Background: an optimization exercise with open tools, aiming at small area, a short achievable clock period and few clock cycles per item. Do not read the settings as production practice. Function was checked by simulation only, so behaviour that the tests miss may differ from the original. Power figures rest on the tool's default switching activity, not on a simulated workload.

## the baseline
==> flow/design.v (excerpt) <==
module dtl_fec_tx (
    input  wire        clk,
    input  wire        rst,
    input  wire        cmd_valid,
    output wire        cmd_ready,
    input  wire        cmd_op,          
    input  wire [7:0]  push_data,       
    input  wire [3:0]  push_cnt,        
    input  wire [3:0]  bld_mod,         
    input  wire [3:0]  bld_fec,         
    input  wire [7:0]  bld_flen,        
    input  wire [15:0] cfg_floor,
    input  wire [15:0] cfg_maxempty,
    output reg         pay_valid,
    output reg  [15:0] pay_data,        
    output reg         frm_valid,
    output wire [11:0] frm_plen,
    output wire [11:0] frm_seq,
    output wire [3:0]  frm_fec,
    output reg  [7:0]  frm_cwid,
    output wire [13:0] frm_off,
    output wire [13:0] frm_short,
    output reg         frm_stop,
    output wire        frm_rem_pend
);
Settings: LEC_CHECK=0, CAP_MARGIN=20, CORE_MARGIN=2, CORE_UTILIZATION=55, CTS_CLUSTER_DIAMETER=80, CTS_CLUSTER_SIZE=40, PLACE_DENSITY=0.75, SETUP_SLACK_MARGIN=3.0, SLEW_MARGIN=20; clock period 7.0 ns.
run.sh (not shown) runs the stock make flow with config.mk's settings and CLKGATE_MAP_FILE= SYNTH_SCRIPT=/design/flow/synth_recipe.tcl, a recipe that flattens the netlist after the stock synthesis.
Testbench counts of the baseline, summed over its fixed seeds: cycles 3,788, frames 618.
diff inputs: the baseline => the candidate
-- flow/design.v --
<<< the baseline, line 118
    reg         rem_pend;
    reg [8:0]   rem_bits;        
    reg [3:0]   rem_len;
    reg [3:0]   rem_off;
    reg         rem_c2;          
    reg [7:0]   next_cw;         
    reg [11:0]  frame_no;
>>> the candidate, line 118
    reg         rem_pend;
    reg [8:0]   rem_bits;        
    reg [3:0]   rem_off;
    reg         rem_c2;          
    wire [3:0]  rem_len = (rem_c2 ? 4'd10 : 4'd8) - rem_off;    
    reg [7:0]   next_cw;         
    reg [11:0]  frame_no;
<<< the baseline, line 127
    reg         flush;           
    reg [1:0]   bm1;             
    reg [3:0]   need;            
    reg         c2;              
    reg [11:0]  sp;              
>>> the candidate, line 127
    reg         flush;           
    reg [1:0]   bm1;             
    reg         c2;              
    reg [11:0]  sp;              
<<< the baseline, line 214
    wire [3:0]  a_need = a_nf + {2'b00, a_bm1} + 4'd1;
    wire [3:0] b_n     = c2 ? 4'd10 : 4'd8;
    wire [3:0] b_k     = c2 ? 4'd6 : 4'd4;
    wire       sp_hi   = (sp[11:4] != 8'd0);
>>> the candidate, line 213
    wire [3:0]  a_need = a_nf + {2'b00, a_bm1} + 4'd1;
    wire [3:0] b_n     = c2 ? 4'd10 : 4'd8;
    wire [3:0] need    = b_n + {2'b00, bm1} + 4'd1;    
    wire [3:0] b_k     = c2 ? 4'd6 : 4'd4;
    wire       sp_hi   = (sp[11:4] != 8'd0);
<<< the baseline, line 312
        if (do_build) begin
            bm1       <= a_bm1;
            need      <= a_need;
            sp_ltn    <= (a_sp < {8'd0, a_nf});
            flen4     <= a_flen;
>>> the candidate, line 312
        if (do_build) begin
            bm1       <= a_bm1;
            sp_ltn    <= (a_sp < {8'd0, a_nf});
            flen4     <= a_flen;
<<< the baseline, line 326
                if (a_rpart) begin
                    rem_bits <= c_is4 ? {4'd0, rem_bits[8:4]} : {8'd0, rem_bits[8]};
                    rem_len  <= rem_len - (c_is4 ? 4'd4 : 4'd8);
                    rem_off  <= rem_off + (c_is4 ? 4'd4 : 4'd8);
                end else begin
>>> the candidate, line 325
                if (a_rpart) begin
                    rem_bits <= c_is4 ? {4'd0, rem_bits[8:4]} : {8'd0, rem_bits[8]};
                    rem_off  <= rem_off + (c_is4 ? 4'd4 : 4'd8);
                end else begin
<<< the baseline, line 336
                    rem_pend <= 1'b1;
                    rem_bits <= c_is4 ? a_enc[9:4] : {7'd0, a_enc[9:8]};
                    rem_len  <= a_n - (c_is4 ? 4'd4 : 4'd8);
                    rem_off  <= c_is4 ? 4'd4 : 4'd8;
                    rem_c2   <= a_c2f;
>>> the candidate, line 334
                    rem_pend <= 1'b1;
                    rem_bits <= c_is4 ? a_enc[9:4] : {7'd0, a_enc[9:8]};
                    rem_off  <= c_is4 ? 4'd4 : 4'd8;
                    rem_c2   <= a_c2f;
<<< the baseline, line 352
                rem_pend <= 1'b1;
                rem_bits <= b_enc[9:1] >> (sp[3:0] - 4'd1);
                rem_len  <= b_n - sp[3:0];
                rem_off  <= sp[3:0];
                rem_c2   <= c2;
>>> the candidate, line 349
                rem_pend <= 1'b1;
                rem_bits <= b_enc[9:1] >> (sp[3:0] - 4'd1);
                rem_off  <= sp[3:0];
                rem_c2   <= c2;
### Flow results
On area after synthesis, the candidate does better than the baseline. When the final numbers for the candidate and the baseline were put side by side, the combinational share of power turned out to be smaller in the baseline. The baseline ended up with r_stope as its capturing element of the worst setup path; the candidate ended up with pay_valid. Final period utilization: the baseline vs the candidate, no meaningful difference. Delta (the candidate minus the baseline): fraction of power consumed by the clock network went up; final critical-path setup slack lost 0.0089 ns; row count down 1.4%; die area went down; arrival time of data at the critical path endpoint increased by 0.13 ns relative to the old numbers. As far as async set-reset flop share out of synthesis goes, the baseline and the candidate are indistinguishable; the numbers are identical. On combinational power, the candidate tracks the baseline almost exactly. When the final numbers for the candidate and the baseline were put side by side, the slew at the pin closest to its max-slew limit turned out to be greater in the candidate.
Testbench counts of the candidate, summed over its fixed seeds: cycles 3,788, frames 618.

---

dtl_fec_tx, a different RTL version from the one above (not shown whole).
Size: roughly 2300 cells after synthesis, ~340 flip-flops, ~150 I/O pins, ~21000 um^2 of cells after synthesis.
clock: 7.0 ns
lec_check: 0
cap_margin: 20
core_margin: 2
core_utilization: 40
slew_margin: 20
Testbench counts at the start, summed over its fixed seeds: cycles 3,788, frames 618.
Change:
--- a/flow/design.v
+++ b/flow/design.v
@@ -131,26 +131,26 @@
     reg [1:0]   rfree;           
     reg [9:0]   psym;            
     reg [7:0]   flen4;           
     reg [15:0]  acc;             
     reg [3:0]   wcnt;
     reg [3:0]   off_h;
     reg [2:0]   short_h;
     reg         rv;              
     reg         rop;             
     reg  [7:0]  r_a;             
     reg  [3:0]  r_b;             
     reg         r_cok;           
-    reg  [15:0] r_floor;
-    reg  [15:0] r_maxe;
+    reg  [7:0]  r_floor;         
+    reg         r_stope;         
     reg         nd;              
     reg         lvl_lo;          
     wire [3:0]  r_cnt = r_b;
     wire [7:0]  r_pb  = r_a;
     assign frm_plen     = {2'b00, psym};
     assign frm_seq      = frame_no;
     assign frm_fec      = c2 ? 4'd2 : 4'd1;
     assign frm_off      = {10'd0, off_h};
     assign frm_short    = {11'd0, short_h};
     assign frm_rem_pend = rem_pend;
     function [9:0] f_enc(input cc2, input [5:0] x);
         f_enc = cc2 ? {x[0] ^ x[2] ^ x[4], x[4] ^ x[5], x[2] ^ x[3], x[0] ^ x[1], x[5:0]}
@@ -247,68 +247,68 @@
     reg  [127:0] ins;
     always @* begin
         for (i = 0; i < 128; i = i + 1)
             ins[i] = (bsel[i >> 3] & pch[i & 7]) |
                      (((i >> 3) != 0) ? (bsel[(i >> 3) - 1] & pch[8 + (i & 7)]) : 1'b0);
     end
     wire [9:0]  cbits = b_split ? (b_enc & b_mask) : b_enc;
     wire [25:0] comb  = {10'd0, acc} | ({16'd0, cbits} << wcnt);
     wire [5:0]  tw0   = {2'b00, wcnt} + {2'b00, b_len};
     wire [5:0]  tw1   = {2'b00, wcnt} + {2'b00, b_len} + {4'd0, b_r};
     wire [5:0]  tw    = b_last ? tw1 : tw0;
     wire        wfull = tw[4];    
-    wire        empty    = ({8'd0, level} < r_floor);
+    wire        empty    = (level < r_floor);
     wire [15:0] ecnt_inc = empty_cnt + {15'd0, (empty_cnt != 16'hFFFF)};
-    wire        stop_e   = (r_maxe != 16'hFFFF) && (empty_cnt >= r_maxe);
+    wire [15:0] ecnt_d   = rst ? 16'd0 : !do_build ? empty_cnt : empty ? ecnt_inc : 16'd0;
     wire sh_cw = busy || (do_build && a_cw);
     wire sh_c2 = busy ? c2 : a_c2f;
     reg [7:0] level_d;
     always @* begin
         level_d = lvl_b;
         if (do_build && a_cw) level_d = a_short ? 8'd0 : level - {4'd0, a_k};
         if (do_push && push_ok) level_d = lvl_b + {4'd0, r_cnt};
         if (rst) level_d = 8'd0;
     end
     always @(posedge clk) begin
         pay_valid <= 1'b0;
         frm_valid <= 1'b0;
         q <= (q & {128{!rst && !sh_cw}}) |
              ({4'd0, q[127:4]} & {128{!rst && sh_cw && !sh_c2}}) |
              ({6'd0, q[127:6]} & {128{!rst && sh_cw && sh_c2}}) |
              ins;
         if (frm_valid)
             frame_no <= frame_no + 12'd1;
         if (cmd_ready) begin
             rv      <= cmd_valid;
             rop     <= cmd_op;
             r_a     <= cmd_op ? bld_flen : pb;
             r_b     <= cmd_op ? {1'b0, bld_fec[1], bld_mod[1:0] - 2'd1} : push_cnt;
             r_cok   <= (push_cnt != 4'd0) && (push_cnt <= 4'd8);
-            r_floor <= cfg_floor;
-            r_maxe  <= cfg_maxempty;
+            r_floor <= (cfg_floor[15:8] != 8'd0) ? 8'hFF : cfg_floor[7:0];
+            r_stope <= (cfg_maxempty != 16'hFFFF) && (ecnt_d >= cfg_maxempty);
         end
         level  <= level_d;
+        empty_cnt <= ecnt_d;
         lvl_lo <= (level_d <= 8'd124);
         if (do_build) begin
             bm1       <= a_bm1;
             nd        <= ({4'd0, level} >= cap + 12'd6);
             need      <= a_need;
             sp_ltn    <= (a_sp < {8'd0, a_nf});
             sp_ltneed <= (a_sp < {8'd0, a_need});
             flen4     <= a_flen;
             c2        <= rem_pend ? rem_c2 : a_c2f;
             frm_cwid  <= next_cw - {7'd0, rem_pend};
             off_h     <= rem_pend ? rem_off : 4'd0;
-            empty_cnt <= empty ? ecnt_inc : 16'd0;
-            frm_stop  <= empty && stop_e;
+            frm_stop  <= empty && r_stope;
             short_h   <= (a_cw && a_short) ? a_k[2:0] - level[2:0] : 3'd0;
             sp        <= a_sp;
             rfree     <= a_r;
             psym      <= {6'd0, a_u};
             if (rem_pend) begin
                 if (a_rpart) begin
                     rem_bits <= c_is4 ? {4'd0, rem_bits[8:4]} : {8'd0, rem_bits[8]};
                     rem_len  <= rem_len - (c_is4 ? 4'd4 : 4'd8);
                     rem_off  <= rem_off + (c_is4 ? 4'd4 : 4'd8);
                 end else begin
                     rem_pend <= 1'b0;
                 end
@@ -381,18 +381,17 @@
             acc  <= 16'd0;
             wcnt <= 4'd0;
         end
         if (rst) begin
             busy      <= 1'b0;
             rv        <= 1'b0;
             flush     <= 1'b0;
             pay_valid <= 1'b0;
             frm_valid <= 1'b0;
             rem_pend  <= 1'b0;
             next_cw   <= 8'd0;
             frame_no  <= 12'd0;
-            empty_cnt <= 16'd0;
             acc       <= 16'd0;
             wcnt      <= 4'd0;
         end
     end
 endmodule
After rerunning: Final cell count went down by 3.4%; design area fell by 4.3%; worst setup slack degrades by 0.41 ns; global-route usage stays flat; utilization rises by 0.21 points; flip-flop and latch count goes down by 23; count of clock-buffer cells in the layout fell by 9; synthesized area drops by 4.5%; power is lower by 16%; die area fell by 4.5%; hold slack hardly moves; routed wire length goes down by 3.4%; non-clock buffer count increases by 1.
Testbench counts after the change, summed over its fixed seeds: cycles 3,788, frames 618.

---

RTL: one of the versions met above, not the one the previous note started from.
For scale: about 330 flip-flops.
Settings: LEC_CHECK=0, CAP_MARGIN=20, CORE_MARGIN=2, CORE_UTILIZATION=55, CTS_CLUSTER_DIAMETER=80, CTS_CLUSTER_SIZE=40, SETUP_SLACK_MARGIN=3.0, SLEW_MARGIN=20; clock period 7.0 ns.
Testbench counts at the start, summed over its fixed seeds: cycles 3,788, frames 618.
Edit:
--- a/flow/design.v
+++ b/flow/design.v
@@ -294,17 +294,19 @@
             frame_no <= frame_no + 12'd1;
         if (cmd_ready) begin
             rv      <= cmd_valid;
             rop     <= cmd_op;
             r_a     <= cmd_op ? bld_flen : pb;
             r_b     <= cmd_op ? {1'b0, bld_fec[1], bld_mod[1:0] - 2'd1} : push_cnt;
             r_cok   <= (push_cnt != 4'd0) && (push_cnt <= 4'd8);
             r_floor <= (cfg_floor[15:8] != 8'd0) ? 8'hFF : cfg_floor[7:0];
-            r_stope <= (cfg_maxempty != 16'hFFFF) && (ecnt_d >= cfg_maxempty);
+            r_stope <= (cfg_maxempty != 16'hFFFF) && !rst &&
+                       (!do_build ? (empty_cnt >= cfg_maxempty)
+                                  : empty ? (ecnt_inc >= cfg_maxempty) : (cfg_maxempty == 16'd0));
         end
         level  <= level_d;
         lvlk   <= lvlk_d;
         rooml  <= (level_d <= 8'd120) ? 4'd8 : 4'd0 - level_d[3:0];
         roomk  <= (lvlk_d <= 8'd120) ? 4'd8 : 4'd0 - lvlk_d[3:0];
         empty_cnt <= ecnt_d;
         lvl_lo <= (level_d <= 8'd124);
         nd     <= nd_d;
Worst hold slack improved by 0.041 ns.
Wire length came out higher by a few percent.
Fmax came out lower slightly.
Non-clock buffer count rises by 19.
Cell count is about the same.
Area after synthesis grows slightly.
First-iteration DRC count increases by a quarter to a third.
Worst setup slack degrades by 0.063 ns.
Testbench counts after the change, summed over its fixed seeds: cycles 3,788, frames 618.

==> separate check: timing with driven ports <==
The flow's constraints put no driver on any port. The routed layouts listed below were extracted and timed again, unchanged, in two steps.
Step 1 (the two cells are an assumption about what drives the block):
set clk [get_ports {clk}]
set_driving_cell -lib_cell sky130_fd_sc_hd__clkbuf_16 $clk
set_driving_cell -lib_cell sky130_fd_sc_hd__buf_2 [delete_from_list [all_inputs] $clk]
Step 2 moves the port delays by t, midway between the first and last clock arrival at a register: inputs arrive t later, outputs are due t later. That takes back most of the time a late clock gives input paths.
Three values: no drivers, after step 1, after step 2; two values: the first two.
run	shift t [ns]	slack for setup (ns)	worst setup path after step 2	cell pins on the clock port's net
the baseline	0.591	2.960 / 2.960 / 2.791	input to register	1
the candidate	0.606	2.951 / 2.951 / 2.552	input to register	1
the first run of note 2	0.630	1.203 / 1.203 / 1.203	register to register	1
the second run of note 2	0.613	0.790 / 0.790 / 0.790	register to register	1
the first run of note 3	0.601	2.910 / 2.910 / 2.690	input to register	1
the second run of note 3	0.609	2.847 / 2.847 / 2.465	input to register	1
After both steps setup and hold are still met in every run listed. For the candidate, which loses most, drivers alone change the setup slack by 0.000 ns; drivers and shift together by -0.399 ns.
